This is an optimization exercise on Yosys and OpenROAD, whose aim is small area, a short achievable clock period and few clock cycles, not a production implementation. In this exercise RTL edits were held to simulation tests only and were not proved equivalent to the original. Power and IR drop assume default switching activity.

==> flow/design.v <==
module saes_core (
    input  wire        clk,
    input  wire        rst,
    input  wire        bus_valid,
    input  wire        bus_write,
    input  wire [3:0]  bus_addr,
    input  wire [15:0] bus_wdata,
    output wire        bus_ready,
    output reg  [15:0] bus_rdata
);
    localparam [3:0] A_CMD    = 4'd0,
                     A_STATUS = 4'd1,
                     A_DIN    = 4'd2,
                     A_DOUT   = 4'd3,
                     A_KEY1   = 4'd4,
                     A_KEY2   = 4'd5,
                     A_KEY3   = 4'd6,
                     A_KEYLEN = 4'd7,
                     A_IV     = 4'd8,
                     A_CHAIN  = 4'd9,
                     A_PBUF   = 4'd10;
    localparam [4:0] OP_NOP     = 5'h00,
                     OP_GFMUL   = 5'h01,
                     OP_SUBNIB  = 5'h02,
                     OP_SUBBYTE = 5'h03,
                     OP_ROTNIB  = 5'h04,
                     OP_SUBNIBS = 5'h05,
                     OP_SHIFT   = 5'h06,
                     OP_MIXCOL  = 5'h07,
                     OP_ADDKEY  = 5'h08,
                     OP_KEYEXP  = 5'h09,
                     OP_ENC     = 5'h0A,
                     OP_DEC     = 5'h0B,
                     OP_DENC    = 5'h10,
                     OP_DDEC    = 5'h11,
                     OP_EDEENC  = 5'h12,
                     OP_EDEDEC  = 5'h13,
                     OP_EEEENC  = 5'h14,
                     OP_EEEDEC  = 5'h15,
                     OP_CBCEI   = 5'h18,
                     OP_CBCEB   = 5'h19,
                     OP_CBCEK   = 5'h1A,
                     OP_CBCEF   = 5'h1B,
                     OP_CBCDI   = 5'h1C,
                     OP_CBCDB   = 5'h1D,
                     OP_CBCDL   = 5'h1E;
    localparam [2:0] E_OK      = 3'd0,
                     E_KEYLEN  = 3'd1,
                     E_PADDING = 3'd2,
                     E_SEQ     = 3'd3,
                     E_ILLEGAL = 3'd4;
    localparam [1:0] M_IDLE = 2'd0,
                     M_ENC  = 2'd1,
                     M_DEC  = 2'd2;
    localparam [1:0] K_1 = 2'd0,
                     K_2 = 2'd1,
                     K_3 = 2'd2,
                     K_CBC = 2'd3;
    function [3:0] gf_mul;
        input [3:0] a;
        input [3:0] b;
        reg   [3:0] p;
        reg   [4:0] aa;
        integer i;
        begin
            p  = 4'd0;
            aa = {1'b0, a};
            for (i = 0; i < 4; i = i + 1) begin
                if (b[i]) p = p ^ aa[3:0];
                aa = {aa[3:0], 1'b0};
                if (aa[4]) aa = aa ^ 5'b10011;
            end
            gf_mul = p;
        end
    endfunction
    function [3:0] sbox;
        input [3:0] n;
        begin
            case (n)
                4'h0: sbox = 4'h9; 4'h1: sbox = 4'h4; 4'h2: sbox = 4'hA; 4'h3: sbox = 4'hB;
                4'h4: sbox = 4'hD; 4'h5: sbox = 4'h1; 4'h6: sbox = 4'h8; 4'h7: sbox = 4'h5;
                4'h8: sbox = 4'h6; 4'h9: sbox = 4'h2; 4'hA: sbox = 4'h0; 4'hB: sbox = 4'h3;
                4'hC: sbox = 4'hC; 4'hD: sbox = 4'hE; 4'hE: sbox = 4'hF; default: sbox = 4'h7;
            endcase
        end
    endfunction
    function [3:0] sbox_inv;
        input [3:0] n;
        begin
            case (n)
                4'h0: sbox_inv = 4'hA; 4'h1: sbox_inv = 4'h5; 4'h2: sbox_inv = 4'h9; 4'h3: sbox_inv = 4'hB;
                4'h4: sbox_inv = 4'h1; 4'h5: sbox_inv = 4'h7; 4'h6: sbox_inv = 4'h8; 4'h7: sbox_inv = 4'hF;
                4'h8: sbox_inv = 4'h6; 4'h9: sbox_inv = 4'h0; 4'hA: sbox_inv = 4'h2; 4'hB: sbox_inv = 4'h3;
                4'hC: sbox_inv = 4'hC; 4'hD: sbox_inv = 4'h4; 4'hE: sbox_inv = 4'hD; default: sbox_inv = 4'hE;
            endcase
        end
    endfunction
    function [7:0] sub_byte;
        input [7:0] b;
        input       inv;
        begin
            sub_byte = inv ? {sbox_inv(b[7:4]), sbox_inv(b[3:0])}
                           : {sbox(b[7:4]), sbox(b[3:0])};
        end
    endfunction
    function [15:0] sub_nibs;
        input [15:0] s;
        input        inv;
        begin
            sub_nibs = {sub_byte(s[15:8], inv), sub_byte(s[7:0], inv)};
        end
    endfunction
    function [15:0] shift_rows;
        input [15:0] s;
        begin
            shift_rows = {s[15:8], s[3:0], s[7:4]};
        end
    endfunction
    function [15:0] mix_cols;
        input [15:0] s;
        input        inv;
        reg   [3:0]  m0, m1;
        begin
            m0 = inv ? 4'h9 : 4'h1;
            m1 = inv ? 4'h2 : 4'h4;
            mix_cols = {gf_mul(m0, s[15:12]) ^ gf_mul(m1, s[7:4]),
                        gf_mul(m0, s[11:8])  ^ gf_mul(m1, s[3:0]),
                        gf_mul(m1, s[15:12]) ^ gf_mul(m0, s[7:4]),
                        gf_mul(m1, s[11:8])  ^ gf_mul(m0, s[3:0])};
        end
    endfunction
    function [15:0] round_key;
        input [15:0] key;
        input [1:0]  n;
        reg   [7:0]  w0, w1, w2, w3, w4, w5;
        begin
            w0 = key[15:8];
            w1 = key[7:0];
            w2 = w0 ^ 8'h80 ^ sub_byte({w1[3:0], w1[7:4]}, 1'b0);
            w3 = w2 ^ w1;
            w4 = w2 ^ 8'h30 ^ sub_byte({w3[3:0], w3[7:4]}, 1'b0);
            w5 = w4 ^ w3;
            case (n)
                2'd0:    round_key = key;
                2'd1:    round_key = {w2, w3};
                default: round_key = {w4, w5};
            endcase
        end
    endfunction
    reg [15:0] cmd_q;
    reg [15:0] din_q;
    reg [15:0] dout_q;
    reg [15:0] key1_q, key2_q, key3_q;
    reg [2:0]  keylen_q;
    reg [15:0] iv_q;
    reg [15:0] chain_q;
    reg [7:0]  pbuf_q;
    reg [15:0] cbckey_q;
    reg [2:0]  err_q;
    reg [1:0]  outn_q;
    reg [1:0]  mode_q;
    reg        pbv_q;
    reg        busy_q;      
    reg [1:0]  pass_q;      
    reg        round_q;     
    reg [15:0] st_q;        
    wire [15:0] status_w = {8'h00, pbv_q, mode_q, outn_q, err_q};
    wire is_cmd_wr = bus_valid & bus_write & (bus_addr == A_CMD);
    wire reg_wr    = bus_valid & bus_write & (bus_addr != A_CMD);
    wire [15:0] cw  = busy_q ? cmd_q : bus_wdata;
    wire [4:0]  op  = cw[4:0];
    wire        inv = cw[5];
    wire [1:0]  idx = cw[7:6];
    reg op_known;
    always @(*) begin
        case (op)
            OP_NOP, OP_GFMUL, OP_SUBNIB, OP_SUBBYTE, OP_ROTNIB, OP_SUBNIBS,
            OP_SHIFT, OP_MIXCOL, OP_ADDKEY, OP_KEYEXP, OP_ENC, OP_DEC,
            OP_DENC, OP_DDEC, OP_EDEENC, OP_EDEDEC, OP_EEEENC, OP_EEEDEC,
            OP_CBCEI, OP_CBCEB, OP_CBCEK, OP_CBCEF, OP_CBCDI, OP_CBCDB,
            OP_CBCDL: op_known = 1'b1;
            default:  op_known = 1'b0;
        endcase
    end
    wire inv_ok = !inv || (op == OP_SUBNIB) || (op == OP_SUBBYTE) ||
                  (op == OP_SUBNIBS) || (op == OP_MIXCOL);
    wire idx_ok = (idx == 2'd0) || ((op == OP_KEYEXP) && (idx != 2'd3));
    wire legal  = (cw[15:8] == 8'h00) && op_known && inv_ok && idx_ok;
    reg [1:0] keys_needed;
    always @(*) begin
        case (op)
            OP_ADDKEY, OP_KEYEXP, OP_ENC, OP_DEC,
            OP_CBCEI, OP_CBCDI:                  keys_needed = 2'd1;
            OP_DENC, OP_DDEC, OP_EDEENC, OP_EDEDEC: keys_needed = 2'd2;
            OP_EEEENC, OP_EEEDEC:                keys_needed = 2'd3;
            default:                             keys_needed = 2'd0;
        endcase
    end
    wire key_err = (keys_needed != 2'd0) && (keylen_q != {1'b0, keys_needed});
    reg seq_err;
    always @(*) begin
        case (op)
            OP_CBCEB, OP_CBCEF: seq_err = (mode_q != M_ENC);
            OP_CBCEK:           seq_err = (mode_q != M_ENC) || pbv_q;
            OP_CBCDB, OP_CBCDL: seq_err = (mode_q != M_DEC);
            default:            seq_err = 1'b0;
        endcase
    end
    reg uses_cipher;
    always @(*) begin
        case (op)
            OP_ENC, OP_DEC, OP_DENC, OP_DDEC, OP_EDEENC, OP_EDEDEC,
            OP_EEEENC, OP_EEEDEC, OP_CBCEK, OP_CBCEF, OP_CBCDB,
            OP_CBCDL:  uses_cipher = 1'b1;
            OP_CBCEB:  uses_cipher = pbv_q;    
            default:   uses_cipher = 1'b0;
        endcase
    end
    wire cmd_ok      = legal && !seq_err && !key_err;
    wire start       = is_cmd_wr && !busy_q;
    wire start_multi = start && cmd_ok && uses_cipher;
    wire start_one   = start && !(cmd_ok && uses_cipher);
    reg [1:0] last_pass;
    reg       pass_dec;     
    reg [1:0] pass_key;
    always @(*) begin
        last_pass = 2'd0;
        pass_dec  = 1'b0;
        pass_key  = K_1;
        case (op)
            OP_ENC: ;
            OP_DEC: pass_dec = 1'b1;
            OP_DENC: begin
                last_pass = 2'd1;
                pass_key  = (pass_q == 2'd0) ? K_1 : K_2;
            end
            OP_DDEC: begin
                last_pass = 2'd1;
                pass_dec  = 1'b1;
                pass_key  = (pass_q == 2'd0) ? K_2 : K_1;
            end
            OP_EDEENC: begin
                last_pass = 2'd2;
                pass_dec  = (pass_q == 2'd1);
                pass_key  = (pass_q == 2'd1) ? K_2 : K_1;
            end
            OP_EDEDEC: begin
                last_pass = 2'd2;
                pass_dec  = (pass_q != 2'd1);
                pass_key  = (pass_q == 2'd1) ? K_2 : K_1;
            end
            OP_EEEENC: begin
                last_pass = 2'd2;
                pass_key  = (pass_q == 2'd0) ? K_1 : (pass_q == 2'd1) ? K_2 : K_3;
            end
            OP_EEEDEC: begin
                last_pass = 2'd2;
                pass_dec  = 1'b1;
                pass_key  = (pass_q == 2'd0) ? K_3 : (pass_q == 2'd1) ? K_2 : K_1;
            end
            OP_CBCEB, OP_CBCEK, OP_CBCEF: pass_key = K_CBC;
            OP_CBCDB, OP_CBCDL: begin
                pass_dec = 1'b1;
                pass_key = K_CBC;
            end
            default: ;
        endcase
    end
    reg [15:0] key_sel;
    always @(*) begin
        case (pass_key)
            K_1:     key_sel = key1_q;
            K_2:     key_sel = key2_q;
            K_3:     key_sel = key3_q;
            default: key_sel = cbckey_q;
        endcase
    end
    wire [15:0] rk0 = round_key(key_sel, 2'd0);
    wire [15:0] rk1 = round_key(key_sel, 2'd1);
    wire [15:0] rk2 = round_key(key_sel, 2'd2);
    reg [15:0] st_next;
    always @(*) begin
        if (!pass_dec) begin
            if (!round_q)
                st_next = mix_cols(shift_rows(sub_nibs(st_q ^ rk0, 1'b0)), 1'b0) ^ rk1;
            else
                st_next = shift_rows(sub_nibs(st_q, 1'b0)) ^ rk2;
        end else begin
            if (!round_q)
                st_next = sub_nibs(shift_rows(st_q ^ rk2), 1'b1) ^ rk1;
            else
                st_next = sub_nibs(shift_rows(mix_cols(st_q, 1'b1)), 1'b1) ^ rk0;
        end
    end
    wire finish = busy_q && round_q && (pass_q == last_pass);
    reg [15:0] st_init;
    always @(*) begin
        case (op)
            OP_CBCEB: st_init = {pbuf_q, din_q[7:0]} ^ chain_q;
            OP_CBCEK: st_init = din_q ^ chain_q;
            OP_CBCEF: st_init = (pbv_q ? {pbuf_q, 8'h01} : 16'h0202) ^ chain_q;
            default:  st_init = din_q;
        endcase
    end
    reg [15:0] simple_res;
    always @(*) begin
        case (op)
            OP_GFMUL:   simple_res = {12'h000, gf_mul(din_q[7:4], din_q[3:0])};
            OP_SUBNIB:  simple_res = {12'h000, inv ? sbox_inv(din_q[3:0]) : sbox(din_q[3:0])};
            OP_SUBBYTE: simple_res = {8'h00, sub_byte(din_q[7:0], inv)};
            OP_ROTNIB:  simple_res = {8'h00, din_q[3:0], din_q[7:4]};
            OP_SUBNIBS: simple_res = sub_nibs(din_q, inv);
            OP_SHIFT:   simple_res = shift_rows(din_q);
            OP_MIXCOL:  simple_res = mix_cols(din_q, inv);
            OP_ADDKEY:  simple_res = din_q ^ key1_q;
            default:    simple_res = round_key(key1_q, idx);    
        endcase
    end
    wire [15:0] cbc_plain = st_next ^ chain_q;
    assign bus_ready = !is_cmd_wr || (busy_q ? finish : start_one);
    always @(*) begin
        case (bus_addr)
            A_CMD:    bus_rdata = cmd_q;
            A_STATUS: bus_rdata = status_w;
            A_DIN:    bus_rdata = din_q;
            A_DOUT:   bus_rdata = dout_q;
            A_KEY1:   bus_rdata = key1_q;
            A_KEY2:   bus_rdata = key2_q;
            A_KEY3:   bus_rdata = key3_q;
            A_KEYLEN: bus_rdata = {13'h0000, keylen_q};
            A_IV:     bus_rdata = iv_q;
            A_CHAIN:  bus_rdata = chain_q;
            A_PBUF:   bus_rdata = {8'h00, pbuf_q};
            default:  bus_rdata = 16'h0000;
        endcase
    end
    always @(posedge clk) begin
        if (rst) begin
            cmd_q    <= 16'h0000;
            din_q    <= 16'h0000;
            dout_q   <= 16'h0000;
            key1_q   <= 16'h0000;
            key2_q   <= 16'h0000;
            key3_q   <= 16'h0000;
            keylen_q <= 3'd0;
            iv_q     <= 16'h0000;
            chain_q  <= 16'h0000;
            pbuf_q   <= 8'h00;
            cbckey_q <= 16'h0000;
            err_q    <= E_OK;
            outn_q   <= 2'd0;
            mode_q   <= M_IDLE;
            pbv_q    <= 1'b0;
            busy_q   <= 1'b0;
            pass_q   <= 2'd0;
            round_q  <= 1'b0;
            st_q     <= 16'h0000;
        end else begin
            if (reg_wr) begin
                case (bus_addr)
                    A_DIN:    din_q    <= bus_wdata;
                    A_KEY1:   key1_q   <= bus_wdata;
                    A_KEY2:   key2_q   <= bus_wdata;
                    A_KEY3:   key3_q   <= bus_wdata;
                    A_KEYLEN: keylen_q <= bus_wdata[2:0];
                    A_IV:     iv_q     <= bus_wdata;
                    default: ;
                endcase
            end
            if (start)
                cmd_q <= bus_wdata;
            if (start_one) begin
                if (!legal) begin
                    err_q  <= E_ILLEGAL;
                    outn_q <= 2'd0;
                end else if (seq_err) begin
                    err_q  <= E_SEQ;
                    outn_q <= 2'd0;
                end else if (key_err) begin
                    err_q  <= E_KEYLEN;
                    outn_q <= 2'd0;
                end else begin
                    err_q <= E_OK;
                    case (op)
                        OP_NOP: ;
                        OP_CBCEI, OP_CBCDI: begin
                            cbckey_q <= key1_q;
                            chain_q  <= iv_q;
                            pbv_q    <= 1'b0;
                            pbuf_q   <= 8'h00;
                            mode_q   <= (op == OP_CBCEI) ? M_ENC : M_DEC;
                            outn_q   <= 2'd0;
                        end
                        OP_CBCEB: begin    
                            pbuf_q <= din_q[7:0];
                            pbv_q  <= 1'b1;
                            outn_q <= 2'd0;
                        end
                        default: begin
                            dout_q <= simple_res;
                            outn_q <= 2'd2;
                        end
                    endcase
                end
            end
            if (start_multi) begin
                busy_q  <= 1'b1;
                pass_q  <= 2'd0;
                round_q <= 1'b0;
                st_q    <= st_init;
            end else if (busy_q) begin
                st_q    <= st_next;
                round_q <= !round_q;
                if (round_q)
                    pass_q <= pass_q + 2'd1;
                if (finish) begin
                    busy_q <= 1'b0;
                    err_q  <= E_OK;
                    case (op)
                        OP_CBCEB, OP_CBCEK, OP_CBCEF: begin
                            chain_q <= st_next;
                            dout_q  <= st_next;
                            outn_q  <= 2'd2;
                            pbv_q   <= 1'b0;
                            pbuf_q  <= 8'h00;
                            if (op == OP_CBCEF)
                                mode_q <= M_IDLE;
                        end
                        OP_CBCDB: begin
                            chain_q <= din_q;
                            dout_q  <= cbc_plain;
                            outn_q  <= 2'd2;
                        end
                        OP_CBCDL: begin
                            chain_q <= din_q;
                            mode_q  <= M_IDLE;
                            if (cbc_plain[7:0] == 8'h01) begin
                                dout_q <= {cbc_plain[15:8], 8'h00};
                                outn_q <= 2'd1;
                            end else if (cbc_plain == 16'h0202) begin
                                dout_q <= 16'h0000;
                                outn_q <= 2'd0;
                            end else begin
                                dout_q <= 16'h0000;
                                outn_q <= 2'd0;
                                err_q  <= E_PADDING;
                            end
                        end
                        default: begin
                            dout_q <= st_next;
                            outn_q <= 2'd2;
                        end
                    endcase
                end
            end
        end
    end
endmodule
==> flow/run.sh <==
#!/bin/bash
# synth_recipe.tcl (not shown) runs the flow's synth.tcl, then flattens the netlist and writes it again
# the make line also repeats each setting of config.mk as NAME=value (left out here)
make -C /OpenROAD-flow-scripts/flow DESIGN_CONFIG=/design/flow/config.mk WORK_HOME=/design/flow/orfs CLKGATE_MAP_FILE= SYNTH_SCRIPT=/design/flow/synth_recipe.tcl finish
==> flow/config.mk <==
export PLATFORM = sky130hd
export DESIGN_NAME = saes_core
export DESIGN_NICKNAME = saes_core
export VERILOG_FILES = /design/flow/design.v
export SDC_FILE = /design/flow/constraint.sdc
export NUM_CORES = 4
export LEC_CHECK = 0
export CAP_MARGIN = 20
export CORE_MARGIN = 2
export CORE_UTILIZATION = 40
export SLEW_MARGIN = 20
==> flow/constraint.sdc <==
create_clock -name core_clock -period 12.0 [get_ports {clk}]
set_input_delay 2.4000 -clock core_clock [delete_from_list [all_inputs] [get_ports {clk}]]
set_output_delay 2.4000 -clock core_clock [all_outputs]
set_load 0.01 [all_outputs]
==> notes.md <==
## cell usage after synthesis, types with 67 or more instances
library cell	instances	area [sq um]
inv_1	111	416.7
clkbuf_1	195	732.0
dfxtp_1	239	4785
xnor2_1	171	1498
nand3_1	67	335.3
xor2_1	79	691.9
a21oi_1	308	1541
nor2_1	248	930.9
nand2_1	475	1783
nor3_1	68	340.3
o21ai_0	142	710.7
ha_1	163	2039
mux2i_1	85	850.8
## worst reg2reg max path: cells and delay by family (launching register included)
family	cells	cell delay, ns
AOI/OAI and AO/OA	15	4.62
adders and majority gates	4	0.95
buffers and inverters	8	1.56
DFF	1	0.84
and+or+nand+nor	11	1.85
## cell type report
| class | instances | area share, % |
|---|---|---|
| inverters | 116 | 1.714 |
| flip-flops and latches | 239 | 18.84 |
| clock buffers | 38 | 3.271 |
| repair buffers | 138 | 4.478 |
| multi-input cells | 2558 | 67.18 |
| well taps | 765 | 3.769 |
| clock inverters | 15 | 0.7439 |
## per-layer routing
metal,up-vias,track usage (%),part of all wire [%]
met1,12100,46.53,41
met2,1362,53.46,43
li1,11180,-,-
met4,2,15.30,5.0
met5,-,0,0.0093
met3,249,6.987,10
## worst paths after layout
path	start	end	slack [ns]	cells past startpoint
hold / removal	cbckey_q[10]	cbckey_q[10]	0.45	2
hold reg to reg	cbckey_q[10]	cbckey_q[10]	0.45	2
setup reg to reg	busy_q	flop	2.05	38
setup / recovery	bus_wdata[1]	flop	0.87	39
## logic make-up (layout without fill, tap and decap cells)
logic type	Yosys count	count (layout)	share of synthesized area, %
muxes	124	124	5.819
xor gates and xnor gates	259	259	10.15
adders and majority gates	163	163	8.799
and+or+nand+nor	1071	1071	20.99
DFF	239	239	20.64
AOI/OAI and AO/OA	941	941	27.53
buffers and inverters	352	307	6.062
## stage by stage
| stage | total power (uW) | utilization (%) | setup slack [ns] |
|---|---|---|---|
| 4_1_cts | 3128 | 44.19 | 1.011 |
| 5_1_grt | 3296 | 44.19 | 0.1891 |
| 3_3_place_gp | 2178 | 42.41 | 0.7840 |
| 6_report | 3168 | 44.19 | 0.8726 |
| 2_1_floorplan | 1767 | - | 1.998 |
| 3_5_place_dp | 2184 | 42.42 | 0.4773 |
## power by group through the flow
stage,Clock (uW),Combinational [uW],Sequential (uW)
after floorplan,0,949,818
after global placement,0,1360,821
after detailed placement,0,1360,821
after CTS,953,1370,803
after global routing,987,1500,804
final,951,1410,804
==> summary.txt <==
Clock network
  • H-tree Lvls: 1
  • Post CTS Setup Buffer Count: 0
  • Clock root buffer: clkbuf_16
  • Clock sink count: 239
  • Skew-Pair Late Insertion Delay: 0.61 ns
  • Cts-stage hold buffer count: 0
  • Clock-pin slew on the worst setup and hold paths: 0.06 ns
  • TritonCTS clock tree: done
  • CTS Buffer Depth: 3
  • Post-cts repair resize count: 0
  • TritonCTS Buffers: 30

Die
  • Die Area: 59890 sq um
  • Core Rows: 88
  • Starting Density: 40.33%
  • I/O pins: 41
  • Core Footprint: 57480 sq um
  • Die height: 244.7 um
  • Die Span X: 244.7 um

GRT
  • Vias in the first global route: 23090
  • Initial antenna violation count: 1
  • GR Overflow Total: 0
  • Largest net degree at the start of global routing: 79
  • Tot GR Track Use: 34.64%
  • Global-route wire length before repair: 155900 um

Timing
  • Worst Skew: 0.01753 ns
  • Final Setup Violations: 0
  • Worst hold margin: 0.4547 ns
  • Max frequency: 0.08987 GHz
  • RSZ-0062 raised after global routing: false
  • Setup TNS: 0 ns
  • Max Slew Vio Count: 0
  • Final Hold Vio Count: 0
  • Min cycle time layout: 11.13 ns
  • Fin crit share: 92.73%
  • Worst Max-Slew Pin Slew: 1.111 ns
  • Max-slew headroom: 25.43%

Critical path
  • Startpoint types: input pin
  • CP endpoint kind: flop
  • Buffers & Inverters on Critical Path: 8
  • CP peak stage delay: 0.69 ns
  • Crit path DAT: 11.63 ns
  • Top delay family on crit path: compound AO/OA/AOI/OAI gates
  • CP required: 12.50 ns
  • Worst-path fanout max: 15
  • Critical path class: input pin to flop
  • Critical-path top delay cell: a221oi_1

Synthesis
  • Register area share after synthesis: 20.64%
  • Cell count after synthesis: 3149
  • Synth unique cells: 117
  • Number of flops mapped to enable cells by yosys: 0
  • Synth warnings: 1
  • Main synth FF type: dfxtp_1
  • #FFs+latches synth: 239
  • Ys async rst share: 0%
  • Mapped Avg Cell Area: 7.360 sq um
  • Mapped Nets: 3336
  • Synth Cell Area: 23180 sq um

Cells and area
  • Final nets: 3270
  • Area growth, synth to finish: 9.582%
  • Most common cell after layout, fill and taps aside: nand2_1
  • Seq. cell area: 4786 sq um
  • Multi-input logic area: 17060 sq um
  • # diodes: 0
  • Finished Cell Area: 25400 sq um
  • Fill count: 5893
  • Share of cells above drive strength 1: 9.375%
  • Non-Filler Instances: 3869
  • Commonest non-fill, non-tap cells in the layout: 475 x nand2_1, 308 x a21oi_1, 245 x nor2_1

Routing
  • WL/cell: 27.78 um
  • Via density: 6.433
  • Drt first-iter violations: 3415
  • Vias: 24890
  • Total length of routed wires: 107500 um
  • DR pass1 iterations: 9
  • Remaining antenna violation count after routing: 0
  • DRC Markers: 0

Power
  • Reg power frac: 25.4%
  • Cell Int Power: 1836 uW
  • Clock power frac: 30.0%
  • Lkg Pwr: 0.009245 uW
  • Power per cell area: 124.8 nW/um^2
  • Gate power share: 44.6%
  • Sw Share: 42.05%
  • NetSw: 1332 uW
  • Peak VDD IR: 0.1246 mV

Placement
  • Port Buf Inserts: 40
  • Dpl cells: 3816
  • Gpl congestion: 1.004
  • DP Area: 24380 sq um
  • DP HPWL: 82410 um

Flow run
  • MaxCap Viol Count: 0

Worst hold path
  • Worst hold path type: flop to flop

Outcome
  • Status: complete, no violations
Testbench counts, summed over its fixed seeds: cycles 26,208.

afterwards: timing with drivers on the ports:
Ports are ideal in the flow. The routed layout listed here was re-timed in OpenROAD. Step 1 (the two cells are an assumption about what drives the block):
set clk [get_ports {clk}]
set_driving_cell -lib_cell sky130_fd_sc_hd__clkbuf_16 $clk
set_driving_cell -lib_cell sky130_fd_sc_hd__buf_2 [delete_from_list [all_inputs] $clk]
Step 2 also shifts input and output timing later by t, the mid clock arrival at the registers, as if the neighbouring blocks saw the same clock. a / b / c = no drivers / after step 1 / after step 2; a / b = the first two.
shift t [ns]: 0.663
slack for setup (ns): 0.873 / 0.904 / 0.240
worst setup path after step 2: input to register
worst register clock-pin slew, ns: 0.07 / 0.07
cell pins on the clock port's net: 1
After both steps this run still meets setup and hold. For this run, drivers alone change the setup slack by +0.031 ns; drivers and shift together by -0.633 ns.
